Source: an optimization exercise on an open RTL-to-GDS flow (aim: small area, a short achievable clock period and few clock cycles). Production flows keep margins and buffers that such runs may drop. Only simulation tests tie the RTL to the original design; equivalence was not proved.

[flow/flow/run.sh]
#!/bin/bash
# Layout flow: the standard flow (standard.sh) with one change.  The
# half- and full-adder cells are kept out of synthesis: otherwise Yosys's
# extract_fa fixes slow ha/fa cells into the DES S-box logic before ABC maps
# it.  Everything else (synthesis script, floorplan, power grid, placement,
# CTS, routing) is the standard flow's.
set -euo pipefail
cat >> config.mk <<'EOC'
export DONT_USE_CELLS += sky130_fd_sc_hd__ha_1 sky130_fd_sc_hd__ha_2 sky130_fd_sc_hd__ha_4 sky130_fd_sc_hd__fa_1 sky130_fd_sc_hd__fa_2 sky130_fd_sc_hd__fa_4
EOC
bash standard.sh > standard_flow.log 2>&1
[flow/standard.sh]
#!/bin/bash
# synth_recipe.tcl (not shown) runs the flow's synth.tcl, then flattens the netlist and writes it again
# the make line also repeats each setting of config.mk as NAME=value (left out here)
make -C /OpenROAD-flow-scripts/flow DESIGN_CONFIG=/design/flow/config.mk WORK_HOME=/design/flow/orfs CLKGATE_MAP_FILE= SYNTH_SCRIPT=/design/flow/synth_recipe.tcl "${@:-finish}"
[flow/config.mk]
export PLATFORM = sky130hd
export DESIGN_NAME = dkc
export DESIGN_NICKNAME = dkc
export VERILOG_FILES = /design/flow/design.v
export SDC_FILE = /design/flow/constraint.sdc
export NUM_CORES = 8
export LEC_CHECK = 0
export CAP_MARGIN = 40
export CORE_MARGIN = 2
export CORE_UTILIZATION = 50
export SETUP_SLACK_MARGIN = 3.6
export SLEW_MARGIN = 40
export DONT_USE_CELLS += sky130_fd_sc_hd__ha_1 sky130_fd_sc_hd__ha_2 sky130_fd_sc_hd__ha_4 sky130_fd_sc_hd__fa_1 sky130_fd_sc_hd__fa_2 sky130_fd_sc_hd__fa_4
[flow/constraint.sdc]
create_clock -name core_clock -period 8.0 [get_ports {clk}]
set_input_delay 1.6000 -clock core_clock [delete_from_list [all_inputs] [get_ports {clk}]]
set_output_delay 1.6000 -clock core_clock [all_outputs]
set_load 0.01 [all_outputs]
[flow/design.v]
module dkc_perm #(
    parameter integer N_IN  = 64,
    parameter integer N_OUT = 64,
    parameter [8*N_OUT-1:0] TABLE = {8*N_OUT{1'b0}}
) (
    input  wire [N_IN-1:0]  x,
    output wire [N_OUT-1:0] y
);
    genvar i;
    generate
        for (i = 0; i < N_OUT; i = i + 1) begin : g_bit
            assign y[N_OUT-1-i] = x[N_IN - TABLE[8*(N_OUT-1-i) +: 8]];
        end
    endgenerate
endmodule
module dkc_des_sboxes (
    input  wire [47:0] x,
    output reg  [31:0] y
);
    always @(*) begin
        case (x[47:42])
            6'd0: y[31:28] = 4'd14;
            6'd1: y[31:28] = 4'd0;
            6'd2: y[31:28] = 4'd4;
            6'd3: y[31:28] = 4'd15;
            6'd4: y[31:28] = 4'd13;
            6'd5: y[31:28] = 4'd7;
            6'd6: y[31:28] = 4'd1;
            6'd7: y[31:28] = 4'd4;
            6'd8: y[31:28] = 4'd2;
            6'd9: y[31:28] = 4'd14;
            6'd10: y[31:28] = 4'd15;
            6'd11: y[31:28] = 4'd2;
            6'd12: y[31:28] = 4'd11;
            6'd13: y[31:28] = 4'd13;
            6'd14: y[31:28] = 4'd8;
            6'd15: y[31:28] = 4'd1;
            6'd16: y[31:28] = 4'd3;
            6'd17: y[31:28] = 4'd10;
            6'd18: y[31:28] = 4'd10;
            6'd19: y[31:28] = 4'd6;
            6'd20: y[31:28] = 4'd6;
            6'd21: y[31:28] = 4'd12;
            6'd22: y[31:28] = 4'd12;
            6'd23: y[31:28] = 4'd11;
            6'd24: y[31:28] = 4'd5;
            6'd25: y[31:28] = 4'd9;
            6'd26: y[31:28] = 4'd9;
            6'd27: y[31:28] = 4'd5;
            6'd28: y[31:28] = 4'd0;
            6'd29: y[31:28] = 4'd3;
            6'd30: y[31:28] = 4'd7;
            6'd31: y[31:28] = 4'd8;
            6'd32: y[31:28] = 4'd4;
            6'd33: y[31:28] = 4'd15;
            6'd34: y[31:28] = 4'd1;
            6'd35: y[31:28] = 4'd12;
            6'd36: y[31:28] = 4'd14;
            6'd37: y[31:28] = 4'd8;
            6'd38: y[31:28] = 4'd8;
            6'd39: y[31:28] = 4'd2;
            6'd40: y[31:28] = 4'd13;
            6'd41: y[31:28] = 4'd4;
            6'd42: y[31:28] = 4'd6;
            6'd43: y[31:28] = 4'd9;
            6'd44: y[31:28] = 4'd2;
            6'd45: y[31:28] = 4'd1;
            6'd46: y[31:28] = 4'd11;
            6'd47: y[31:28] = 4'd7;
            6'd48: y[31:28] = 4'd15;
            6'd49: y[31:28] = 4'd5;
            6'd50: y[31:28] = 4'd12;
            6'd51: y[31:28] = 4'd11;
            6'd52: y[31:28] = 4'd9;
            6'd53: y[31:28] = 4'd3;
            6'd54: y[31:28] = 4'd7;
            6'd55: y[31:28] = 4'd14;
            6'd56: y[31:28] = 4'd3;
            6'd57: y[31:28] = 4'd10;
            6'd58: y[31:28] = 4'd10;
            6'd59: y[31:28] = 4'd0;
            6'd60: y[31:28] = 4'd5;
            6'd61: y[31:28] = 4'd6;
            6'd62: y[31:28] = 4'd0;
            6'd63: y[31:28] = 4'd13;
            default: y[31:28] = 4'd0;
        endcase
    end
    always @(*) begin
        case (x[41:36])
            6'd0: y[27:24] = 4'd15;
            6'd1: y[27:24] = 4'd3;
            6'd2: y[27:24] = 4'd1;
            6'd3: y[27:24] = 4'd13;
            6'd4: y[27:24] = 4'd8;
            6'd5: y[27:24] = 4'd4;
            6'd6: y[27:24] = 4'd14;
            6'd7: y[27:24] = 4'd7;
            6'd8: y[27:24] = 4'd6;
            6'd9: y[27:24] = 4'd15;
            6'd10: y[27:24] = 4'd11;
            6'd11: y[27:24] = 4'd2;
            6'd12: y[27:24] = 4'd3;
            6'd13: y[27:24] = 4'd8;
            6'd14: y[27:24] = 4'd4;
            6'd15: y[27:24] = 4'd14;
            6'd16: y[27:24] = 4'd9;
            6'd17: y[27:24] = 4'd12;
            6'd18: y[27:24] = 4'd7;
            6'd19: y[27:24] = 4'd0;
            6'd20: y[27:24] = 4'd2;
            6'd21: y[27:24] = 4'd1;
            6'd22: y[27:24] = 4'd13;
            6'd23: y[27:24] = 4'd10;
            6'd24: y[27:24] = 4'd12;
            6'd25: y[27:24] = 4'd6;
            6'd26: y[27:24] = 4'd0;
            6'd27: y[27:24] = 4'd9;
            6'd28: y[27:24] = 4'd5;
            6'd29: y[27:24] = 4'd11;
            6'd30: y[27:24] = 4'd10;
            6'd31: y[27:24] = 4'd5;
            6'd32: y[27:24] = 4'd0;
            6'd33: y[27:24] = 4'd13;
            6'd34: y[27:24] = 4'd14;
            6'd35: y[27:24] = 4'd8;
            6'd36: y[27:24] = 4'd7;
            6'd37: y[27:24] = 4'd10;
            6'd38: y[27:24] = 4'd11;
            6'd39: y[27:24] = 4'd1;
            6'd40: y[27:24] = 4'd10;
            6'd41: y[27:24] = 4'd3;
            6'd42: y[27:24] = 4'd4;
            6'd43: y[27:24] = 4'd15;
            6'd44: y[27:24] = 4'd13;
            6'd45: y[27:24] = 4'd4;
            6'd46: y[27:24] = 4'd1;
            6'd47: y[27:24] = 4'd2;
            6'd48: y[27:24] = 4'd5;
            6'd49: y[27:24] = 4'd11;
            6'd50: y[27:24] = 4'd8;
            6'd51: y[27:24] = 4'd6;
            6'd52: y[27:24] = 4'd12;
            6'd53: y[27:24] = 4'd7;
            6'd54: y[27:24] = 4'd6;
            6'd55: y[27:24] = 4'd12;
            6'd56: y[27:24] = 4'd9;
            6'd57: y[27:24] = 4'd0;
            6'd58: y[27:24] = 4'd3;
            6'd59: y[27:24] = 4'd5;
            6'd60: y[27:24] = 4'd2;
            6'd61: y[27:24] = 4'd14;
            6'd62: y[27:24] = 4'd15;
            6'd63: y[27:24] = 4'd9;
            default: y[27:24] = 4'd0;
        endcase
    end
    always @(*) begin
        case (x[35:30])
            6'd0: y[23:20] = 4'd10;
            6'd1: y[23:20] = 4'd13;
            6'd2: y[23:20] = 4'd0;
            6'd3: y[23:20] = 4'd7;
            6'd4: y[23:20] = 4'd9;
            6'd5: y[23:20] = 4'd0;
            6'd6: y[23:20] = 4'd14;
            6'd7: y[23:20] = 4'd9;
            6'd8: y[23:20] = 4'd6;
            6'd9: y[23:20] = 4'd3;
            6'd10: y[23:20] = 4'd3;
            6'd11: y[23:20] = 4'd4;
            6'd12: y[23:20] = 4'd15;
            6'd13: y[23:20] = 4'd6;
            6'd14: y[23:20] = 4'd5;
            6'd15: y[23:20] = 4'd10;
            6'd16: y[23:20] = 4'd1;
            6'd17: y[23:20] = 4'd2;
            6'd18: y[23:20] = 4'd13;
            6'd19: y[23:20] = 4'd8;
            6'd20: y[23:20] = 4'd12;
            6'd21: y[23:20] = 4'd5;
            6'd22: y[23:20] = 4'd7;
            6'd23: y[23:20] = 4'd14;
            6'd24: y[23:20] = 4'd11;
            6'd25: y[23:20] = 4'd12;
            6'd26: y[23:20] = 4'd4;
            6'd27: y[23:20] = 4'd11;
            6'd28: y[23:20] = 4'd2;
            6'd29: y[23:20] = 4'd15;
            6'd30: y[23:20] = 4'd8;
            6'd31: y[23:20] = 4'd1;
            6'd32: y[23:20] = 4'd13;
            6'd33: y[23:20] = 4'd1;
            6'd34: y[23:20] = 4'd6;
            6'd35: y[23:20] = 4'd10;
            6'd36: y[23:20] = 4'd4;
            6'd37: y[23:20] = 4'd13;
            6'd38: y[23:20] = 4'd9;
            6'd39: y[23:20] = 4'd0;
            6'd40: y[23:20] = 4'd8;
            6'd41: y[23:20] = 4'd6;
            6'd42: y[23:20] = 4'd15;
            6'd43: y[23:20] = 4'd9;
            6'd44: y[23:20] = 4'd3;
            6'd45: y[23:20] = 4'd8;
            6'd46: y[23:20] = 4'd0;
            6'd47: y[23:20] = 4'd7;
            6'd48: y[23:20] = 4'd11;
            6'd49: y[23:20] = 4'd4;
            6'd50: y[23:20] = 4'd1;
            6'd51: y[23:20] = 4'd15;
            6'd52: y[23:20] = 4'd2;
            6'd53: y[23:20] = 4'd14;
            6'd54: y[23:20] = 4'd12;
            6'd55: y[23:20] = 4'd3;
            6'd56: y[23:20] = 4'd5;
            6'd57: y[23:20] = 4'd11;
            6'd58: y[23:20] = 4'd10;
            6'd59: y[23:20] = 4'd5;
            6'd60: y[23:20] = 4'd14;
            6'd61: y[23:20] = 4'd2;
            6'd62: y[23:20] = 4'd7;
            6'd63: y[23:20] = 4'd12;
            default: y[23:20] = 4'd0;
        endcase
    end
    always @(*) begin
        case (x[29:24])
            6'd0: y[19:16] = 4'd7;
            6'd1: y[19:16] = 4'd13;
            6'd2: y[19:16] = 4'd13;
            6'd3: y[19:16] = 4'd8;
            6'd4: y[19:16] = 4'd14;
            6'd5: y[19:16] = 4'd11;
            6'd6: y[19:16] = 4'd3;
            6'd7: y[19:16] = 4'd5;
            6'd8: y[19:16] = 4'd0;
            6'd9: y[19:16] = 4'd6;
            6'd10: y[19:16] = 4'd6;
            6'd11: y[19:16] = 4'd15;
            6'd12: y[19:16] = 4'd9;
            6'd13: y[19:16] = 4'd0;
            6'd14: y[19:16] = 4'd10;
            6'd15: y[19:16] = 4'd3;
            6'd16: y[19:16] = 4'd1;
            6'd17: y[19:16] = 4'd4;
            6'd18: y[19:16] = 4'd2;
            6'd19: y[19:16] = 4'd7;
            6'd20: y[19:16] = 4'd8;
            6'd21: y[19:16] = 4'd2;
            6'd22: y[19:16] = 4'd5;
            6'd23: y[19:16] = 4'd12;
            6'd24: y[19:16] = 4'd11;
            6'd25: y[19:16] = 4'd1;
            6'd26: y[19:16] = 4'd12;
            6'd27: y[19:16] = 4'd10;
            6'd28: y[19:16] = 4'd4;
            6'd29: y[19:16] = 4'd14;
            6'd30: y[19:16] = 4'd15;
            6'd31: y[19:16] = 4'd9;
            6'd32: y[19:16] = 4'd10;
            6'd33: y[19:16] = 4'd3;
            6'd34: y[19:16] = 4'd6;
            6'd35: y[19:16] = 4'd15;
            6'd36: y[19:16] = 4'd9;
            6'd37: y[19:16] = 4'd0;
            6'd38: y[19:16] = 4'd0;
            6'd39: y[19:16] = 4'd6;
            6'd40: y[19:16] = 4'd12;
            6'd41: y[19:16] = 4'd10;
            6'd42: y[19:16] = 4'd11;
            6'd43: y[19:16] = 4'd1;
            6'd44: y[19:16] = 4'd7;
            6'd45: y[19:16] = 4'd13;
            6'd46: y[19:16] = 4'd13;
            6'd47: y[19:16] = 4'd8;
            6'd48: y[19:16] = 4'd15;
            6'd49: y[19:16] = 4'd9;
            6'd50: y[19:16] = 4'd1;
            6'd51: y[19:16] = 4'd4;
            6'd52: y[19:16] = 4'd3;
            6'd53: y[19:16] = 4'd5;
            6'd54: y[19:16] = 4'd14;
            6'd55: y[19:16] = 4'd11;
            6'd56: y[19:16] = 4'd5;
            6'd57: y[19:16] = 4'd12;
            6'd58: y[19:16] = 4'd2;
            6'd59: y[19:16] = 4'd7;
            6'd60: y[19:16] = 4'd8;
            6'd61: y[19:16] = 4'd2;
            6'd62: y[19:16] = 4'd4;
            6'd63: y[19:16] = 4'd14;
            default: y[19:16] = 4'd0;
        endcase
    end
    always @(*) begin
        case (x[23:18])
            6'd0: y[15:12] = 4'd2;
            6'd1: y[15:12] = 4'd14;
            6'd2: y[15:12] = 4'd12;
            6'd3: y[15:12] = 4'd11;
            6'd4: y[15:12] = 4'd4;
            6'd5: y[15:12] = 4'd2;
            6'd6: y[15:12] = 4'd1;
            6'd7: y[15:12] = 4'd12;
            6'd8: y[15:12] = 4'd7;
            6'd9: y[15:12] = 4'd4;
            6'd10: y[15:12] = 4'd10;
            6'd11: y[15:12] = 4'd7;
            6'd12: y[15:12] = 4'd11;
            6'd13: y[15:12] = 4'd13;
            6'd14: y[15:12] = 4'd6;
            6'd15: y[15:12] = 4'd1;
            6'd16: y[15:12] = 4'd8;
            6'd17: y[15:12] = 4'd5;
            6'd18: y[15:12] = 4'd5;
            6'd19: y[15:12] = 4'd0;
            6'd20: y[15:12] = 4'd3;
            6'd21: y[15:12] = 4'd15;
            6'd22: y[15:12] = 4'd15;
            6'd23: y[15:12] = 4'd10;
            6'd24: y[15:12] = 4'd13;
            6'd25: y[15:12] = 4'd3;
            6'd26: y[15:12] = 4'd0;
            6'd27: y[15:12] = 4'd9;
            6'd28: y[15:12] = 4'd14;
            6'd29: y[15:12] = 4'd8;
            6'd30: y[15:12] = 4'd9;
            6'd31: y[15:12] = 4'd6;
            6'd32: y[15:12] = 4'd4;
            6'd33: y[15:12] = 4'd11;
            6'd34: y[15:12] = 4'd2;
            6'd35: y[15:12] = 4'd8;
            6'd36: y[15:12] = 4'd1;
            6'd37: y[15:12] = 4'd12;
            6'd38: y[15:12] = 4'd11;
            6'd39: y[15:12] = 4'd7;
            6'd40: y[15:12] = 4'd10;
            6'd41: y[15:12] = 4'd1;
            6'd42: y[15:12] = 4'd13;
            6'd43: y[15:12] = 4'd14;
            6'd44: y[15:12] = 4'd7;
            6'd45: y[15:12] = 4'd2;
            6'd46: y[15:12] = 4'd8;
            6'd47: y[15:12] = 4'd13;
            6'd48: y[15:12] = 4'd15;
            6'd49: y[15:12] = 4'd6;
            6'd50: y[15:12] = 4'd9;
            6'd51: y[15:12] = 4'd15;
            6'd52: y[15:12] = 4'd12;
            6'd53: y[15:12] = 4'd0;
            6'd54: y[15:12] = 4'd5;
            6'd55: y[15:12] = 4'd9;
            6'd56: y[15:12] = 4'd6;
            6'd57: y[15:12] = 4'd10;
            6'd58: y[15:12] = 4'd3;
            6'd59: y[15:12] = 4'd4;
            6'd60: y[15:12] = 4'd0;
            6'd61: y[15:12] = 4'd5;
            6'd62: y[15:12] = 4'd14;
            6'd63: y[15:12] = 4'd3;
            default: y[15:12] = 4'd0;
        endcase
    end
    always @(*) begin
        case (x[17:12])
            6'd0: y[11:8] = 4'd12;
            6'd1: y[11:8] = 4'd10;
            6'd2: y[11:8] = 4'd1;
            6'd3: y[11:8] = 4'd15;
            6'd4: y[11:8] = 4'd10;
            6'd5: y[11:8] = 4'd4;
            6'd6: y[11:8] = 4'd15;
            6'd7: y[11:8] = 4'd2;
            6'd8: y[11:8] = 4'd9;
            6'd9: y[11:8] = 4'd7;
            6'd10: y[11:8] = 4'd2;
            6'd11: y[11:8] = 4'd12;
            6'd12: y[11:8] = 4'd6;
            6'd13: y[11:8] = 4'd9;
            6'd14: y[11:8] = 4'd8;
            6'd15: y[11:8] = 4'd5;
            6'd16: y[11:8] = 4'd0;
            6'd17: y[11:8] = 4'd6;
            6'd18: y[11:8] = 4'd13;
            6'd19: y[11:8] = 4'd1;
            6'd20: y[11:8] = 4'd3;
            6'd21: y[11:8] = 4'd13;
            6'd22: y[11:8] = 4'd4;
            6'd23: y[11:8] = 4'd14;
            6'd24: y[11:8] = 4'd14;
            6'd25: y[11:8] = 4'd0;
            6'd26: y[11:8] = 4'd7;
            6'd27: y[11:8] = 4'd11;
            6'd28: y[11:8] = 4'd5;
            6'd29: y[11:8] = 4'd3;
            6'd30: y[11:8] = 4'd11;
            6'd31: y[11:8] = 4'd8;
            6'd32: y[11:8] = 4'd9;
            6'd33: y[11:8] = 4'd4;
            6'd34: y[11:8] = 4'd14;
            6'd35: y[11:8] = 4'd3;
            6'd36: y[11:8] = 4'd15;
            6'd37: y[11:8] = 4'd2;
            6'd38: y[11:8] = 4'd5;
            6'd39: y[11:8] = 4'd12;
            6'd40: y[11:8] = 4'd2;
            6'd41: y[11:8] = 4'd9;
            6'd42: y[11:8] = 4'd8;
            6'd43: y[11:8] = 4'd5;
            6'd44: y[11:8] = 4'd12;
            6'd45: y[11:8] = 4'd15;
            6'd46: y[11:8] = 4'd3;
            6'd47: y[11:8] = 4'd10;
            6'd48: y[11:8] = 4'd7;
            6'd49: y[11:8] = 4'd11;
            6'd50: y[11:8] = 4'd0;
            6'd51: y[11:8] = 4'd14;
            6'd52: y[11:8] = 4'd4;
            6'd53: y[11:8] = 4'd1;
            6'd54: y[11:8] = 4'd10;
            6'd55: y[11:8] = 4'd7;
            6'd56: y[11:8] = 4'd1;
            6'd57: y[11:8] = 4'd6;
            6'd58: y[11:8] = 4'd13;
            6'd59: y[11:8] = 4'd0;
            6'd60: y[11:8] = 4'd11;
            6'd61: y[11:8] = 4'd8;
            6'd62: y[11:8] = 4'd6;
            6'd63: y[11:8] = 4'd13;
            default: y[11:8] = 4'd0;
        endcase
    end
    always @(*) begin
        case (x[11:6])
            6'd0: y[7:4] = 4'd4;
            6'd1: y[7:4] = 4'd13;
            6'd2: y[7:4] = 4'd11;
            6'd3: y[7:4] = 4'd0;
            6'd4: y[7:4] = 4'd2;
            6'd5: y[7:4] = 4'd11;
            6'd6: y[7:4] = 4'd14;
            6'd7: y[7:4] = 4'd7;
            6'd8: y[7:4] = 4'd15;
            6'd9: y[7:4] = 4'd4;
            6'd10: y[7:4] = 4'd0;
            6'd11: y[7:4] = 4'd9;
            6'd12: y[7:4] = 4'd8;
            6'd13: y[7:4] = 4'd1;
            6'd14: y[7:4] = 4'd13;
            6'd15: y[7:4] = 4'd10;
            6'd16: y[7:4] = 4'd3;
            6'd17: y[7:4] = 4'd14;
            6'd18: y[7:4] = 4'd12;
            6'd19: y[7:4] = 4'd3;
            6'd20: y[7:4] = 4'd9;
            6'd21: y[7:4] = 4'd5;
            6'd22: y[7:4] = 4'd7;
            6'd23: y[7:4] = 4'd12;
            6'd24: y[7:4] = 4'd5;
            6'd25: y[7:4] = 4'd2;
            6'd26: y[7:4] = 4'd10;
            6'd27: y[7:4] = 4'd15;
            6'd28: y[7:4] = 4'd6;
            6'd29: y[7:4] = 4'd8;
            6'd30: y[7:4] = 4'd1;
            6'd31: y[7:4] = 4'd6;
            6'd32: y[7:4] = 4'd1;
            6'd33: y[7:4] = 4'd6;
            6'd34: y[7:4] = 4'd4;
            6'd35: y[7:4] = 4'd11;
            6'd36: y[7:4] = 4'd11;
            6'd37: y[7:4] = 4'd13;
            6'd38: y[7:4] = 4'd13;
            6'd39: y[7:4] = 4'd8;
            6'd40: y[7:4] = 4'd12;
            6'd41: y[7:4] = 4'd1;
            6'd42: y[7:4] = 4'd3;
            6'd43: y[7:4] = 4'd4;
            6'd44: y[7:4] = 4'd7;
            6'd45: y[7:4] = 4'd10;
            6'd46: y[7:4] = 4'd14;
            6'd47: y[7:4] = 4'd7;
            6'd48: y[7:4] = 4'd10;
            6'd49: y[7:4] = 4'd9;
            6'd50: y[7:4] = 4'd15;
            6'd51: y[7:4] = 4'd5;
            6'd52: y[7:4] = 4'd6;
            6'd53: y[7:4] = 4'd0;
            6'd54: y[7:4] = 4'd8;
            6'd55: y[7:4] = 4'd15;
            6'd56: y[7:4] = 4'd0;
            6'd57: y[7:4] = 4'd14;
            6'd58: y[7:4] = 4'd5;
            6'd59: y[7:4] = 4'd2;
            6'd60: y[7:4] = 4'd9;
            6'd61: y[7:4] = 4'd3;
            6'd62: y[7:4] = 4'd2;
            6'd63: y[7:4] = 4'd12;
            default: y[7:4] = 4'd0;
        endcase
    end
    always @(*) begin
        case (x[5:0])
            6'd0: y[3:0] = 4'd13;
            6'd1: y[3:0] = 4'd1;
            6'd2: y[3:0] = 4'd2;
            6'd3: y[3:0] = 4'd15;
            6'd4: y[3:0] = 4'd8;
            6'd5: y[3:0] = 4'd13;
            6'd6: y[3:0] = 4'd4;
            6'd7: y[3:0] = 4'd8;
            6'd8: y[3:0] = 4'd6;
            6'd9: y[3:0] = 4'd10;
            6'd10: y[3:0] = 4'd15;
            6'd11: y[3:0] = 4'd3;
            6'd12: y[3:0] = 4'd11;
            6'd13: y[3:0] = 4'd7;
            6'd14: y[3:0] = 4'd1;
            6'd15: y[3:0] = 4'd4;
            6'd16: y[3:0] = 4'd10;
            6'd17: y[3:0] = 4'd12;
            6'd18: y[3:0] = 4'd9;
            6'd19: y[3:0] = 4'd5;
            6'd20: y[3:0] = 4'd3;
            6'd21: y[3:0] = 4'd6;
            6'd22: y[3:0] = 4'd14;
            6'd23: y[3:0] = 4'd11;
            6'd24: y[3:0] = 4'd5;
            6'd25: y[3:0] = 4'd0;
            6'd26: y[3:0] = 4'd0;
            6'd27: y[3:0] = 4'd14;
            6'd28: y[3:0] = 4'd12;
            6'd29: y[3:0] = 4'd9;
            6'd30: y[3:0] = 4'd7;
            6'd31: y[3:0] = 4'd2;
            6'd32: y[3:0] = 4'd7;
            6'd33: y[3:0] = 4'd2;
            6'd34: y[3:0] = 4'd11;
            6'd35: y[3:0] = 4'd1;
            6'd36: y[3:0] = 4'd4;
            6'd37: y[3:0] = 4'd14;
            6'd38: y[3:0] = 4'd1;
            6'd39: y[3:0] = 4'd7;
            6'd40: y[3:0] = 4'd9;
            6'd41: y[3:0] = 4'd4;
            6'd42: y[3:0] = 4'd12;
            6'd43: y[3:0] = 4'd10;
            6'd44: y[3:0] = 4'd14;
            6'd45: y[3:0] = 4'd8;
            6'd46: y[3:0] = 4'd2;
            6'd47: y[3:0] = 4'd13;
            6'd48: y[3:0] = 4'd0;
            6'd49: y[3:0] = 4'd15;
            6'd50: y[3:0] = 4'd6;
            6'd51: y[3:0] = 4'd12;
            6'd52: y[3:0] = 4'd10;
            6'd53: y[3:0] = 4'd9;
            6'd54: y[3:0] = 4'd13;
            6'd55: y[3:0] = 4'd0;
            6'd56: y[3:0] = 4'd15;
            6'd57: y[3:0] = 4'd3;
            6'd58: y[3:0] = 4'd3;
            6'd59: y[3:0] = 4'd5;
            6'd60: y[3:0] = 4'd5;
            6'd61: y[3:0] = 4'd6;
            6'd62: y[3:0] = 4'd8;
            6'd63: y[3:0] = 4'd11;
            default: y[3:0] = 4'd0;
        endcase
    end
endmodule
module dkc_des_e (
    input  wire [31:0] r,
    output wire [47:0] e
);
    localparam [383:0] E_T = {
        8'd32, 8'd1, 8'd2, 8'd3, 8'd4, 8'd5, 8'd4, 8'd5,
        8'd6, 8'd7, 8'd8, 8'd9, 8'd8, 8'd9, 8'd10, 8'd11,
        8'd12, 8'd13, 8'd12, 8'd13, 8'd14, 8'd15, 8'd16, 8'd17,
        8'd16, 8'd17, 8'd18, 8'd19, 8'd20, 8'd21, 8'd20, 8'd21,
        8'd22, 8'd23, 8'd24, 8'd25, 8'd24, 8'd25, 8'd26, 8'd27,
        8'd28, 8'd29, 8'd28, 8'd29, 8'd30, 8'd31, 8'd32, 8'd1
    };
    dkc_perm #(.N_IN(32), .N_OUT(48), .TABLE(E_T)) u_e (.x(r), .y(e));
endmodule
module dkc_des_f (
    input  wire [47:0] x,
    output wire [31:0] f
);
    localparam [255:0] P_T = {
        8'd16, 8'd7, 8'd20, 8'd21, 8'd29, 8'd12, 8'd28, 8'd17,
        8'd1, 8'd15, 8'd23, 8'd26, 8'd5, 8'd18, 8'd31, 8'd10,
        8'd2, 8'd8, 8'd24, 8'd14, 8'd32, 8'd27, 8'd3, 8'd9,
        8'd19, 8'd13, 8'd30, 8'd6, 8'd22, 8'd11, 8'd4, 8'd25
    };
    wire [31:0] s_out;
    dkc_des_sboxes u_s (.x(x), .y(s_out));
    dkc_perm #(.N_IN(32), .N_OUT(32), .TABLE(P_T)) u_p (.x(s_out), .y(f));
endmodule
module dkc_ksched (
    input  wire [55:0]     cd,
    input  wire            dir,
    input  wire [2:0]      c,
    output reg  [95:0]    ks,
    output reg  [55:0]     cd_rot
);
    localparam [383:0] PC2_T = {
        8'd14, 8'd17, 8'd11, 8'd24, 8'd1, 8'd5, 8'd3, 8'd28, 8'd15, 8'd6, 8'd21, 8'd10, 8'd23, 8'd19, 8'd12, 8'd4, 8'd26, 8'd8, 8'd16, 8'd7, 8'd27, 8'd20, 8'd13, 8'd2, 8'd41, 8'd52, 8'd31, 8'd37, 8'd47, 8'd55, 8'd30, 8'd40, 8'd51, 8'd45, 8'd33, 8'd48, 8'd44, 8'd49, 8'd39, 8'd56, 8'd34, 8'd53, 8'd46, 8'd42, 8'd50, 8'd36, 8'd29, 8'd32
    };
    wire [47:0] k0;
    reg  [55:0] cdr0;
    dkc_perm #(.N_IN(56), .N_OUT(48), .TABLE(PC2_T)) u_pc2_0 (.x(cdr0), .y(k0));
    wire [47:0] k1;
    reg  [55:0] cdr1;
    dkc_perm #(.N_IN(56), .N_OUT(48), .TABLE(PC2_T)) u_pc2_1 (.x(cdr1), .y(k1));
    always @(*) begin
        cdr0 = cd;
        case ({dir, c})
            4'd0: cdr1 = {{cd[54:28], cd[55:55]}, {cd[26:0], cd[27:27]}};
            4'd1: cdr1 = {{cd[53:28], cd[55:54]}, {cd[25:0], cd[27:26]}};
            4'd2: cdr1 = {{cd[53:28], cd[55:54]}, {cd[25:0], cd[27:26]}};
            4'd3: cdr1 = {{cd[53:28], cd[55:54]}, {cd[25:0], cd[27:26]}};
            4'd4: cdr1 = {{cd[53:28], cd[55:54]}, {cd[25:0], cd[27:26]}};
            4'd5: cdr1 = {{cd[53:28], cd[55:54]}, {cd[25:0], cd[27:26]}};
            4'd6: cdr1 = {{cd[53:28], cd[55:54]}, {cd[25:0], cd[27:26]}};
            4'd7: cdr1 = {{cd[54:28], cd[55:55]}, {cd[26:0], cd[27:27]}};
            4'd8: cdr1 = {{cd[28:28], cd[55:29]}, {cd[0:0], cd[27:1]}};
            4'd9: cdr1 = {{cd[29:28], cd[55:30]}, {cd[1:0], cd[27:2]}};
            4'd10: cdr1 = {{cd[29:28], cd[55:30]}, {cd[1:0], cd[27:2]}};
            4'd11: cdr1 = {{cd[29:28], cd[55:30]}, {cd[1:0], cd[27:2]}};
            4'd12: cdr1 = {{cd[29:28], cd[55:30]}, {cd[1:0], cd[27:2]}};
            4'd13: cdr1 = {{cd[29:28], cd[55:30]}, {cd[1:0], cd[27:2]}};
            4'd14: cdr1 = {{cd[29:28], cd[55:30]}, {cd[1:0], cd[27:2]}};
            4'd15: cdr1 = {{cd[28:28], cd[55:29]}, {cd[0:0], cd[27:1]}};
            default: cdr1 = cd;
        endcase
        case ({dir, c})
            4'd0: cd_rot = {{cd[52:28], cd[55:53]}, {cd[24:0], cd[27:25]}};
            4'd1: cd_rot = {{cd[51:28], cd[55:52]}, {cd[23:0], cd[27:24]}};
            4'd2: cd_rot = {{cd[51:28], cd[55:52]}, {cd[23:0], cd[27:24]}};
            4'd3: cd_rot = {{cd[52:28], cd[55:53]}, {cd[24:0], cd[27:25]}};
            4'd4: cd_rot = {{cd[51:28], cd[55:52]}, {cd[23:0], cd[27:24]}};
            4'd5: cd_rot = {{cd[51:28], cd[55:52]}, {cd[23:0], cd[27:24]}};
            4'd6: cd_rot = {{cd[51:28], cd[55:52]}, {cd[23:0], cd[27:24]}};
            4'd7: cd_rot = cd;
            4'd8: cd_rot = {{cd[30:28], cd[55:31]}, {cd[2:0], cd[27:3]}};
            4'd9: cd_rot = {{cd[31:28], cd[55:32]}, {cd[3:0], cd[27:4]}};
            4'd10: cd_rot = {{cd[31:28], cd[55:32]}, {cd[3:0], cd[27:4]}};
            4'd11: cd_rot = {{cd[30:28], cd[55:31]}, {cd[2:0], cd[27:3]}};
            4'd12: cd_rot = {{cd[31:28], cd[55:32]}, {cd[3:0], cd[27:4]}};
            4'd13: cd_rot = {{cd[31:28], cd[55:32]}, {cd[3:0], cd[27:4]}};
            4'd14: cd_rot = {{cd[31:28], cd[55:32]}, {cd[3:0], cd[27:4]}};
            4'd15: cd_rot = cd;
            default: cd_rot = cd;
        endcase
        ks = {k0, k1};
    end
endmodule
module dkc (
    input  wire        clk,
    input  wire        rst_n,         
    input  wire        host_we,
    input  wire        host_re,
    input  wire [8:0]  host_addr,
    input  wire [7:0]  host_wdata,
    output reg  [7:0]  host_rdata,    
    input  wire        cmd_valid,
    input  wire [15:0] cmd_word,
    output reg         rsp_valid,     
    output wire [7:0]  rsp_status
);
    localparam integer RPC = 2;                
    localparam integer NC  = 16 / RPC;         
    localparam integer CW  = (NC > 8) ? 4 : (NC > 4) ? 3 : (NC > 2) ? 2 : 1;
    localparam [3:0] OP_KEXP = 4'h1, OP_TENC = 4'h2, OP_TDEC = 4'h3,
                     OP_XOR  = 4'h4, OP_MSKI = 4'h5, OP_MSKR = 4'h6,
                     OP_IPEK = 4'h7, OP_SKR  = 4'h8, OP_DTK  = 4'h9;
    localparam [2:0] E_OK = 3'd0, E_KEYLEN = 3'd1, E_BLKLEN = 3'd2,
                     E_MISMATCH = 3'd3, E_KSNLEN = 3'd5, E_ILLEGAL = 3'd6;
    localparam [63:0] IPEK_VARIANT  = 64'hC0C0C0C0_00000000;
    localparam [63:0] ROUND_VARIANT = 64'hFFFFFFFF_00000000;
    localparam [63:0] ROUND_KSN_AND = 64'hFFFFFFFF_FFE00000;
    localparam integer S_IDLE = 0, S_RDA = 1, S_RDB = 2, S_LD = 3, S_RUN = 4, S_WR = 5;
    localparam [511:0] IP_T = {
        8'd58, 8'd50, 8'd42, 8'd34, 8'd26, 8'd18, 8'd10, 8'd2,
        8'd60, 8'd52, 8'd44, 8'd36, 8'd28, 8'd20, 8'd12, 8'd4,
        8'd62, 8'd54, 8'd46, 8'd38, 8'd30, 8'd22, 8'd14, 8'd6,
        8'd64, 8'd56, 8'd48, 8'd40, 8'd32, 8'd24, 8'd16, 8'd8,
        8'd57, 8'd49, 8'd41, 8'd33, 8'd25, 8'd17, 8'd9, 8'd1,
        8'd59, 8'd51, 8'd43, 8'd35, 8'd27, 8'd19, 8'd11, 8'd3,
        8'd61, 8'd53, 8'd45, 8'd37, 8'd29, 8'd21, 8'd13, 8'd5,
        8'd63, 8'd55, 8'd47, 8'd39, 8'd31, 8'd23, 8'd15, 8'd7
    };
    localparam [511:0] FP_T = {
        8'd40, 8'd8, 8'd48, 8'd16, 8'd56, 8'd24, 8'd64, 8'd32,
        8'd39, 8'd7, 8'd47, 8'd15, 8'd55, 8'd23, 8'd63, 8'd31,
        8'd38, 8'd6, 8'd46, 8'd14, 8'd54, 8'd22, 8'd62, 8'd30,
        8'd37, 8'd5, 8'd45, 8'd13, 8'd53, 8'd21, 8'd61, 8'd29,
        8'd36, 8'd4, 8'd44, 8'd12, 8'd52, 8'd20, 8'd60, 8'd28,
        8'd35, 8'd3, 8'd43, 8'd11, 8'd51, 8'd19, 8'd59, 8'd27,
        8'd34, 8'd2, 8'd42, 8'd10, 8'd50, 8'd18, 8'd58, 8'd26,
        8'd33, 8'd1, 8'd41, 8'd9, 8'd49, 8'd17, 8'd57, 8'd25
    };
    localparam [447:0] PC1_T = {
        8'd57, 8'd49, 8'd41, 8'd33, 8'd25, 8'd17, 8'd9, 8'd1,
        8'd58, 8'd50, 8'd42, 8'd34, 8'd26, 8'd18, 8'd10, 8'd2,
        8'd59, 8'd51, 8'd43, 8'd35, 8'd27, 8'd19, 8'd11, 8'd3,
        8'd60, 8'd52, 8'd44, 8'd36, 8'd63, 8'd55, 8'd47, 8'd39,
        8'd31, 8'd23, 8'd15, 8'd7, 8'd62, 8'd54, 8'd46, 8'd38,
        8'd30, 8'd22, 8'd14, 8'd6, 8'd61, 8'd53, 8'd45, 8'd37,
        8'd29, 8'd21, 8'd13, 8'd5, 8'd28, 8'd20, 8'd12, 8'd4
    };
    reg [8*192-1:0] buf_data;
    reg [8*5-1:0]   buf_len;
    reg [2:0]       status_err;
    wire         eng_we;             
    wire [2:0]   eng_idx;
    wire [4:0]   eng_len;
    wire [191:0] eng_data;
    wire [191:0] wbus   = rst_n ? (eng_we ? eng_data : {24{host_wdata}}) : 192'd0;
    wire [4:0]   wlen   = rst_n ? (eng_we ? eng_len : host_wdata[4:0]) : 5'd0;
    wire         hw_buf = host_we && host_addr[8] == 1'b0;
    genvar n, j;
    generate
        for (n = 0; n < 8; n = n + 1) begin : g_buf
            wire sel_n = hw_buf && host_addr[7:5] == n;
            wire eng_n = eng_we && eng_idx == n;
            for (j = 0; j < 24; j = j + 1) begin : g_byte
                wire en = !rst_n || eng_n || (sel_n && host_addr[4:0] == j);
                always @(posedge clk)
                    if (en)
                        buf_data[n*192 + (23-j)*8 +: 8] <= wbus[(23-j)*8 +: 8];
            end
            wire len_en = !rst_n || eng_n ||
                          (sel_n && host_addr[4:0] == 5'd24 && host_wdata <= 8'd24);
            always @(posedge clk)
                if (len_en)
                    buf_len[n*5 +: 5] <= wlen;
        end
    endgenerate
    reg  [5:0]  st;           
    reg  [7:0]  esel;         
    reg  [15:0] cw;
    wire [3:0]  op  = cw[15:12];
    wire [2:0]  rd  = cw[11:9];
    wire [2:0]  rs1 = cw[8:6];
    wire [2:0]  rs2 = cw[5:3];
    reg  [191:0] rport;
    reg  [4:0]   rlen;
    integer m;
    always @(*) begin
        rport = 192'd0;
        rlen  = 5'd0;
        for (m = 0; m < 8; m = m + 1)
            if (st[S_IDLE] ? (host_addr[7:5] == m) : esel[m]) begin
                rport = rport | buf_data[m*192 +: 192];
                rlen  = rlen  | buf_len[m*5 +: 5];
            end
    end
    reg [7:0] rbyte;
    integer m2;
    always @(*) begin
        rbyte = 8'd0;
        for (m2 = 0; m2 < 24; m2 = m2 + 1)
            if (host_addr[4:0] == m2)
                rbyte = rbyte | rport[(23-m2)*8 +: 8];
    end
    always @(posedge clk) begin
        if (!rst_n) begin
            host_rdata <= 8'd0;
        end else if (host_re) begin
            if (host_addr == 9'h100)
                host_rdata <= {5'd0, status_err};
            else if (host_addr[8] == 1'b1)
                host_rdata <= 8'd0;
            else if (host_addr[4:0] < 5'd24)
                host_rdata <= rbyte;
            else if (host_addr[4:0] == 5'd24)
                host_rdata <= {3'd0, rlen};
            else
                host_rdata <= 8'd0;
        end
    end
    assign rsp_status = {5'd0, status_err};
    reg  [4:0]    a_len;
    reg  [127:0]  cur;        
    reg  [63:0]   blk;        
    reg  [31:0]   la, ra, lb, rb;
    reg  [55:0]   cda, cdb;   
    reg  [CW-1:0] cyc;
    reg  [1:0]    pass;
    reg  [4:0]    fcnt;       
    reg  [20:0]   ctr;        
    reg           dec0;       
    reg           vsel;       
    reg           fold_op;
    wire [191:0] a_data = {cur, blk};
    wire [191:0] b_data = rport;
    wire [4:0]   b_len  = rlen;
    wire two_operand = (op == OP_KEXP) || (op == OP_MSKI) || (op == OP_MSKR);
    wire illegal = (cw[2:0] != 3'd0) || (op == 4'h0) || (op > OP_DTK) ||
                   (two_operand && rs2 != 3'd0);
    wire a_key_ok  = (a_len == 5'd16) || (a_len == 5'd24);
    wire a_is_16   = (a_len == 5'd16);
    wire b_ksn8_10 = (b_len == 5'd8) || (b_len == 5'd10);
    reg [2:0] err;
    always @(*) begin
        err = E_OK;
        if (illegal)
            err = E_ILLEGAL;
        else begin
            case (op)
                OP_KEXP: if (!a_key_ok) err = E_KEYLEN;
                OP_TENC, OP_TDEC: begin
                    if (!a_key_ok)           err = E_KEYLEN;
                    else if (b_len != 5'd8)  err = E_BLKLEN;
                end
                OP_XOR:  if (a_len != b_len) err = E_MISMATCH;
                OP_MSKI: if (a_len < 5'd8)   err = E_KSNLEN;
                OP_MSKR: if (!(a_len == 5'd8 || a_len == 5'd10)) err = E_KSNLEN;
                OP_IPEK: begin
                    if (!a_is_16)            err = E_KEYLEN;
                    else if (b_len < 5'd8)   err = E_KSNLEN;
                end
                OP_SKR, OP_DTK: begin
                    if (!a_is_16)            err = E_KEYLEN;
                    else if (!b_ksn8_10)     err = E_KSNLEN;
                end
                default: err = E_ILLEGAL;
            endcase
        end
    end
    wire is_tdes = (op == OP_TENC) || (op == OP_TDEC);
    wire is_fold = (op == OP_IPEK) || (op == OP_SKR) || (op == OP_DTK);
    wire [63:0] a_ksn8 = (a_len == 5'd10) ? a_data[175:112] : a_data[191:128];
    wire [63:0] b_ksn8 = (b_len == 5'd10) ? b_data[175:112] : b_data[191:128];
    wire [63:0] a_mski = {a_data[191:136], a_data[135:128] & 8'hE0};
    wire [63:0] b_mski = {b_data[191:136], b_data[135:128] & 8'hE0};
    wire [63:0] a_mskr = a_ksn8 & ROUND_KSN_AND;
    wire [63:0] b_mskr = b_ksn8 & ROUND_KSN_AND;
    wire [63:0] fold_m = vsel ? b_mski : b_mskr;
    reg [4:0] pop;
    integer q;
    always @(*) begin
        pop = 5'd0;
        for (q = 0; q < 21; q = q + 1)
            pop = pop + {4'd0, ctr[q]};
    end
    reg [4:0] pop_q;
    reg       lastf_q;        
    always @(posedge clk) begin
        pop_q   <= pop;
        lastf_q <= (fcnt == pop_q);
    end
    reg [191:0] xor_keep;
    integer bb;
    always @(*)
        for (bb = 0; bb < 24; bb = bb + 1)
            xor_keep[(23-bb)*8 +: 8] = (bb < a_len) ? 8'hFF : 8'h00;
    wire [191:0] xor_res  = (a_data ^ b_data) & xor_keep;
    wire [191:0] kexp_res = a_is_16 ? {a_data[191:64], a_data[191:128]} : a_data;
    wire run       = st[S_RUN];
    wire last_cyc  = (cyc == NC - 1);
    wire des_end   = run && last_cyc && pass == 2'd2;
    wire fold_rst  = des_end && fold_op && !lastf_q;      
    wire dir       = dec0 ^ (pass == 2'd1);
    reg run_mid_q, pass_end_q, des_end_q, fold_rst_q;
    wire ld_q = st[S_LD];     
    wire pre_last = run && cyc == NC - 2;
    always @(posedge clk) begin
        if (!rst_n) begin
            run_mid_q  <= 1'b0;
            pass_end_q <= 1'b0;
            des_end_q  <= 1'b0;
            fold_rst_q <= 1'b0;
        end else begin
            run_mid_q  <= ld_q || (run && !pre_last);
            pass_end_q <= pre_last && pass != 2'd2;
            des_end_q  <= pre_last && pass == 2'd2;
            fold_rst_q <= pre_last && pass == 2'd2 && fold_op && !lastf_q;
        end
    end
    wire [63:0] variant = vsel ? IPEK_VARIANT : ROUND_VARIANT;
    wire [RPC*48-1:0] ksa, ksb;
    wire [55:0] cda_rot, cdb_rot;
    dkc_ksched u_ksa (.cd(cda), .dir(dir), .c(cyc), .ks(ksa), .cd_rot(cda_rot));
    dkc_ksched u_ksb (.cd(cdb), .dir(dir), .c(cyc), .ks(ksb), .cd_rot(cdb_rot));
    wire [63:0] k3 = a_is_16 ? cur[127:64] : blk;    
    reg  [63:0] key_ld;
    reg         dir_ld;
    always @(*) begin
        if (ld_q) begin
            key_ld = dec0 ? k3 : cur[127:64];
            dir_ld = dec0;
        end else if (pass == 2'd0) begin
            key_ld = cur[63:0];                       
            dir_ld = ~dec0;
        end else begin
            key_ld = (fold_op || dec0) ? cur[127:64] : k3;
            dir_ld = dec0;
        end
    end
    wire [55:0] pa_ld, pb_ld;
    dkc_perm #(.N_IN(64), .N_OUT(56), .TABLE(PC1_T)) u_pc1a (.x(key_ld), .y(pa_ld));
    dkc_perm #(.N_IN(64), .N_OUT(56), .TABLE(PC1_T)) u_pc1b (.x(key_ld ^ variant), .y(pb_ld));
    wire [55:0] cda_ld = dir_ld ? pa_ld : {pa_ld[54:28], pa_ld[55], pa_ld[26:0], pa_ld[27]};
    wire [55:0] cdb_ld = dir_ld ? pb_ld : {pb_ld[54:28], pb_ld[55], pb_ld[26:0], pb_ld[27]};
    wire [31:0] al [0:RPC];
    wire [31:0] ar [0:RPC];
    wire [31:0] bl [0:RPC];
    wire [31:0] br [0:RPC];
    wire [31:0] af [0:RPC-1];
    wire [31:0] bf [0:RPC-1];
    assign al[0] = la;  assign ar[0] = ra;
    assign bl[0] = lb;  assign br[0] = rb;
    genvar s;
    generate
        for (s = 0; s < RPC; s = s + 1) begin : g_rnd
            wire [47:0] ka = ksa[(RPC-1-s)*48 +: 48];
            wire [47:0] kb = ksb[(RPC-1-s)*48 +: 48];
            wire [47:0] xa, xb;
            if (s == 0) begin : g_first
                wire [47:0] ea, eb;
                dkc_des_e u_ea (.r(ar[0]), .e(ea));
                dkc_des_e u_eb (.r(br[0]), .e(eb));
                assign xa = ea ^ ka;
                assign xb = eb ^ kb;
            end else begin : g_next
                wire [47:0] ela, elb, efa, efb;
                dkc_des_e u_ela (.r(al[s-1]), .e(ela));
                dkc_des_e u_elb (.r(bl[s-1]), .e(elb));
                dkc_des_e u_efa (.r(af[s-1]), .e(efa));
                dkc_des_e u_efb (.r(bf[s-1]), .e(efb));
                assign xa = (ela ^ ka) ^ efa;
                assign xb = (elb ^ kb) ^ efb;
            end
            dkc_des_f u_fa (.x(xa), .f(af[s]));
            dkc_des_f u_fb (.x(xb), .f(bf[s]));
            assign al[s+1] = ar[s];
            assign ar[s+1] = al[s] ^ af[s];
            assign bl[s+1] = br[s];
            assign br[s+1] = bl[s] ^ bf[s];
        end
    endgenerate
    wire [63:0] out_a, out_b;
    dkc_perm #(.N_IN(64), .N_OUT(64), .TABLE(FP_T)) u_fpa (.x({ar[RPC], al[RPC]}), .y(out_a));
    dkc_perm #(.N_IN(64), .N_OUT(64), .TABLE(FP_T)) u_fpb (.x({br[RPC], bl[RPC]}), .y(out_b));
    wire [55:0] pa_fr, pb_fr;
    dkc_perm #(.N_IN(64), .N_OUT(56), .TABLE(PC1_T)) u_pc1af (.x(out_a), .y(pa_fr));
    dkc_perm #(.N_IN(64), .N_OUT(56), .TABLE(PC1_T)) u_pc1bf (.x(out_a ^ variant), .y(pb_fr));
    wire [55:0] cda_fr = {pa_fr[54:28], pa_fr[55], pa_fr[26:0], pa_fr[27]};
    wire [55:0] cdb_fr = {pb_fr[54:28], pb_fr[55], pb_fr[26:0], pb_fr[27]};
    wire [63:0] src = fold_op ? blk : {lb, rb};
    wire [63:0] blk_in = fold_op ? fold_m : b_data[191:128];
    wire [63:0] blk_ip;
    dkc_perm #(.N_IN(64), .N_OUT(64), .TABLE(IP_T)) u_ip (.x(blk_in), .y(blk_ip));
    always @(posedge clk) begin
        if (!rst_n) begin
            st         <= 6'd1 << S_IDLE;
            cw         <= 16'd0;
            status_err <= E_OK;
            rsp_valid  <= 1'b0;
        end else begin
            rsp_valid <= 1'b0;
            if (st[S_IDLE] && cmd_valid) begin
                cw <= cmd_word;
                st <= 6'd1 << S_RDA;
            end
            if (st[S_RDA])
                st <= 6'd1 << S_RDB;
            if (st[S_RDB]) begin
                if (err != E_OK) begin
                    status_err <= err;
                    rsp_valid  <= 1'b1;
                    st         <= 6'd1 << S_IDLE;
                end else if (is_tdes || is_fold) begin
                    st <= 6'd1 << S_LD;
                end else begin
                    st <= 6'd1 << S_WR;
                end
            end
            if (ld_q)
                st <= 6'd1 << S_RUN;
            if (des_end && !fold_rst)
                st <= 6'd1 << S_WR;
            if (st[S_WR]) begin
                status_err <= E_OK;
                rsp_valid  <= 1'b1;
                st         <= 6'd1 << S_IDLE;
            end
        end
    end
    always @(posedge clk)
        if (st[S_IDLE])
            esel <= 8'd1 << cmd_word[8:6];
        else if (st[S_RDA])
            esel <= 8'd1 << rs2;
    always @(posedge clk) begin
        if (st[S_RDA]) begin
            blk     <= rport[63:0];
            a_len   <= rlen;
            dec0    <= (op == OP_TDEC);
            vsel    <= (op == OP_IPEK);
            fold_op <= is_fold;
        end
        if (st[S_RDB]) begin
            fcnt <= 5'd0;
            ctr  <= (op == OP_DTK) ? b_ksn8[20:0] : 21'd0;
            if (fold_op)
                blk <= blk_ip;
        end
        if (ld_q) begin
            cyc  <= {CW{1'b0}};
            pass <= 2'd0;
        end
        if (run) begin
            cyc <= last_cyc ? {CW{1'b0}} : cyc + 1'b1;
            if (pass_end_q)
                pass <= pass + 2'd1;
            if (des_end_q) begin
                pass <= 2'd0;
                if (fold_op)
                    fcnt <= fcnt + 5'd1;
            end
        end
        if (st[S_RDA] || (run && des_end_q))
            cur <= cur_d;
        cda <= cda_d;
        cdb <= cdb_d;
        la  <= la_d;
        ra  <= ra_d;
        lb  <= lb_d;
        rb  <= rb_d;
    end
    wire dp_pe    = pass_end_q;                   
    wire dp_fr    = fold_rst_q;                   
    wire dp_ld    = ld_q;                         
    wire dp_rdb   = st[S_RDB];                    
    wire dp_plain = !(dp_pe || dp_fr || dp_ld || dp_rdb);
    wire cd_rot_s = run_mid_q;
    wire cd_ld_s  = !(run_mid_q || fold_rst_q);
    wire [31:0] la_d = ({32{dp_pe}} & ar[RPC]) | ({32{dp_plain}} & al[RPC]) |
                       ({32{dp_ld}} & src[63:32]) | ({32{dp_fr}} & blk[63:32]);
    wire [31:0] ra_d = ({32{dp_pe}} & al[RPC]) | ({32{dp_plain}} & ar[RPC]) |
                       ({32{dp_ld}} & src[31:0]) | ({32{dp_fr}} & blk[31:0]);
    wire [31:0] lb_d = ({32{dp_pe}} & br[RPC]) | ({32{dp_plain}} & bl[RPC]) |
                       ({32{dp_ld || dp_fr}} & blk[63:32]) | ({32{dp_rdb}} & blk_ip[63:32]);
    wire [31:0] rb_d = ({32{dp_pe}} & bl[RPC]) | ({32{dp_plain}} & br[RPC]) |
                       ({32{dp_ld || dp_fr}} & blk[31:0]) | ({32{dp_rdb}} & blk_ip[31:0]);
    wire [55:0] cda_d = ({56{dp_fr}} & cda_fr) | ({56{cd_rot_s}} & cda_rot) |
                        ({56{cd_ld_s}} & cda_ld);
    wire [55:0] cdb_d = ({56{dp_fr}} & cdb_fr) | ({56{cd_rot_s}} & cdb_rot) |
                        ({56{cd_ld_s}} & cdb_ld);
    wire [127:0] cur_d = st[S_RDA] ? rport[191:64] :
                         {out_a, fold_op ? out_b : cur[63:0]};
    reg [191:0] result;
    reg [4:0]   result_len;
    always @(*) begin
        case (op)
            OP_KEXP: begin result = kexp_res;                   result_len = 5'd24; end
            OP_TENC,
            OP_TDEC: begin result = {cur[127:64], 128'd0};      result_len = 5'd8;  end
            OP_XOR:  begin result = xor_res;                    result_len = a_len; end
            OP_MSKI: begin result = {a_mski, 128'd0};           result_len = 5'd8;  end
            OP_MSKR: begin result = {a_mskr, 128'd0};           result_len = 5'd8;  end
            default: begin result = {cur, 64'd0};               result_len = 5'd16; end
        endcase
    end
    assign eng_we   = st[S_WR];
    assign eng_idx  = rd;
    assign eng_len  = result_len;
    assign eng_data = result;
endmodule
==> impl_metrics.json <==
{
  "outcome": "no timing/DRC/antenna violations",
  "setup_ws_ns": 3.33,
  "final_cell_count_no_fill": 16000,
  "worstPathArrival_ns": 5.48,
  "cts_tree": "built",
  "layout.nets": 12600,
  "place_inst": 14600,
  "reg2reg_slack_ns": 3.33,
  "gr-total-overflow": 0,
  "regToRegStartpoint": "a_len[0]$_DFFE_PP_",
  "fin_crit_ns": 4.67,
  "dp_slack_ns": 1.54,
  "drc": 0,
  "dieArea_um2": 245000,
  "holdPathStages": 2,
  "first_global_vias": 105000,
  "yosysSeqAreaShare_pct": 49.4,
  "start_kind": "flip-flop",
  "syn_area_um2": 120000,
  "yosysWarnings": 3,
  "rsz0062_at_grt": "true",
  "final_common_cell": "edfxtp_1",
  "root_buffer": "clkbuf_16",
  "multi_input_area_um2": 64400,
  "wl_um": 659000,
  "drive_gt1_share_pct": 25.5,
  "fin_util_pct": 62.8,
  "drtPass1Iterations": 13,
  "fillers": 18700,
  "start_util_pct": 50.2,
  "syn-instance-count": 11900,
  "hold_buffers": 0,
  "path_class": "reg2reg",
  "dieWidth_um": 495,
  "cts.sinks": 2096,
  "drtIter0Drc": 26500,
  "insertion_delay_ns": 0.96,
  "io_buffers": 49,
  "track_usage_pct": 50.7,
  "cts_buffers": 214,
  "core_area_um2": 240000,
  "avgSynthCellArea_um2": 10.1,
  "timing.slew.headroom_pct": 25.6,
  "ys_async_sr_fraction_pct": 0,
  "drtAntennaViolNets": 0,
  "synth_cell_types": 121,
  "synth_edf_count": 1744,
  "antenna_found_initial": 86,
  "area_growth_pct": 25.2,
  "vias": 122000,
  "io_pins": 55,
  "min_from": "cw[2]$_SDFFE_PN0P_",
  "h-tree-depth": 4,
  "clk_path_buf_depth": 3,
  "worst_slew_pin_slew_ns": 1.10,
  "drv_cap": 0,
  "end_kind": "flip-flop",
  "regArea_um2": 59800,
  "hold_path_class": "reg2reg",
  "hold-path-endpoint": "cw[2]$_SDFFE_PN0P_",
  "ys_ff_latch": 2096,
  "dpl.hpwl_um": 440000,
  "slew_violations": 0,
  "routed_via_density": 7.64,
  "final_cell_mix": "edfxtp_1 (1744), buf_4 (1256), nand2_1 (1211)",
  "grt_max_degree": 133,
  "clock_skew_ns": 0.0882,
  "timing.rr.end": "cdb[33]$_DFF_P_",
  "rows": 180,
  "crit_required_ns": 8.81,
  "wl_per_cell_um": 41.1,
  "place_congestion": 1.12,
  "finalHoldViolCount": 0,
  "grt_pass1_wl_um": 865000,
  "setup-violations-final": 0,
  "die_y_um": 495,
  "setup-tns-final_ns": 0,
  "ys.flop_type": "edfxtp_1",
  "fmax_mhz": 214,
  "r2r_cells": 12,
  "clkTransAtPathRegs_ns": 0.07,
  "post-route-period-util_pct": 58.4,
  "cp_max_fo": 24
}
-- stage by stage --
stage | hold WS (ns) | area (µm²)
6_report | 0.480 | 151000
3_3_place_gp | 0.453 | 125000
4_1_cts | 0.480 | 142000
3_5_place_dp | 0.470 | 126000
2_1_floorplan | 0.443 | 121000
5_1_grt | 0.493 | 150000
-- synthesized netlist by cell type (all sizes together), types with 55 or more instances --
cell | instances | area (µm²)
a31oi | 202 | 1260
nor2 | 698 | 2650
a21oi | 849 | 4260
nand3 | 308 | 1550
xor2 | 230 | 2390
dfxtp | 352 | 7050
o211ai | 186 | 1400
mux2i | 192 | 1920
a221oi | 64 | 598
nand4 | 75 | 469
mux2 | 63 | 713
a22oi | 724 | 5450
xnor2 | 425 | 4170
nor4 | 99 | 641
and2 | 55 | 344
and4 | 147 | 1290
clkbuf | 756 | 2840
nand2 | 1262 | 4740
a211oi | 153 | 1210
o21ai | 1078 | 5400
o31ai | 57 | 457
edfxtp | 1744 | 52400
o221ai | 137 | 1220
nor3 | 321 | 1630
a222oi | 146 | 1460
o22ai | 166 | 1040
inv | 81 | 304
mux4 | 62 | 1400
a21o | 75 | 563
buf | 428 | 2350
-- registers in the layout, indices dropped and copies added, names as in the netlist, 13 cells and up --
name      cells
cdb          56
rb           32
blk          64
la           32
cda          56
cur         128
buf_data   1536
buf_len      40
ra           32
lb           32
ctr          21
cw           13
-- logic make-up (layout without fill, tap and decap cells) --
group | count (synthesis) | in the layout | share of synthesized area (%)
muxes | 317 | 319 | 3.35
adders and majority gates | 16 | 16 | 0.133
buffers and inverters | 1266 | 2080 | 4.57
AOI/OAI and AO/OA | 4352 | 4352 | 24.1
DFF | 2096 | 2096 | 49.4
other | 1 | 82 | 0.00312
and+or+nand+nor | 3193 | 3200 | 12.3
xor gates and xnor gates | 691 | 707 | 6.14
-- how the worst max path moves through the flow --
stage / start / to / slack, ns / cells past startpoint
2_1_floorplan: host_addr[7] / rb[27]$_DFF_P_ / 3.60 / 16
3_3_place_gp: host_addr[5] / rb[19]$_DFF_P_ / 1.15 / 13
3_5_place_dp: host_addr[5] / host_rdata[4]$_SDFFE_PN0P_ / 1.54 / 13
4_1_cts: rb[27]$_DFF_P_ / rb[12]$_DFF_P_ / 3.53 / 17
5_1_grt: cdb[9]$_DFF_P_ / cur[2]$_DFFE_PP_ / 3.31 / 14
6_report: a_len[0]$_DFFE_PP_ / cdb[33]$_DFF_P_ / 3.33 / 12
-- cell type report --
class	instances	area share (%)
inverters	82	0.210
multi-input cells	8599	42.7
clock buffers	267	3.75
diodes	77	0.128
clock inverters	134	1.18
repair buffers	1597	9.62
well taps	3185	2.65
flip-flops and latches	2096	39.7
-- critical path, cell delays in order, from the launching register on --
cell,delay (ns)
edfxtp_1,0.70
nor2_2,0.48
nand3_2,0.43
nand2_4,0.48
buf_4,0.42
nand2_1,0.10
a32oi_1,0.24
o21ai_0,0.44
nor2_1,0.21
a21oi_1,0.08
o22a_1,0.21
a21oi_1,0.57
o21bai_1,0.20
-- what timing repair did --
item                                    4_1_cts  5_1_grt
gates resized for setup                     947      594
pin swaps                                   155      269
gates cloned                                 23       39
endpoints found under the setup margin     1794      827
setup buffers                               360      527
-- routing by layer --
| layer | vias to the layer above | global-route usage (%) | wire [µm] | part of all wire, % |
|---|---|---|---|---|
| met4 | 56 | 39.3 | 69300 | 11 |
| met2 | 12500 | 69.0 | 260000 | 40 |
| met1 | 58900 | 61.4 | 220000 | 33 |
| met5 | - | 0.509 | 489 | 0.074 |
| met3 | 3371 | 23.9 | 109000 | 17 |
| li1 | 47700 | - | - | - |
Testbench counts, summed over its fixed seeds: cycles 42,949.

[port drivers added, routing unchanged]
How much do the figures lean on ideal ports? The routed layout below was timed once more, with nothing changed but the port constraints. Step 1 (the two cells are an assumption about what drives the block):
set clk [get_ports {clk}]
set_driving_cell -lib_cell sky130_fd_sc_hd__clkbuf_16 $clk
set_driving_cell -lib_cell sky130_fd_sc_hd__buf_2 [delete_from_list [all_inputs] $clk]
Step 2 moves the port delays by t, midway between the first and last clock arrival at a register: inputs arrive t later, outputs are due t later. That takes back most of the time a late clock gives input paths. Three values: ideal, step 1, step 2; two values: the first two.
t, ns: 1.008
setup WS [ns]: 3.331 / 3.331 / 2.414
worst slew at a driven data input, ns: 0.10
After both steps setup and hold are still met in this run. For this run, drivers alone change the setup slack by 0.000 ns; drivers and shift together by -0.917 ns.
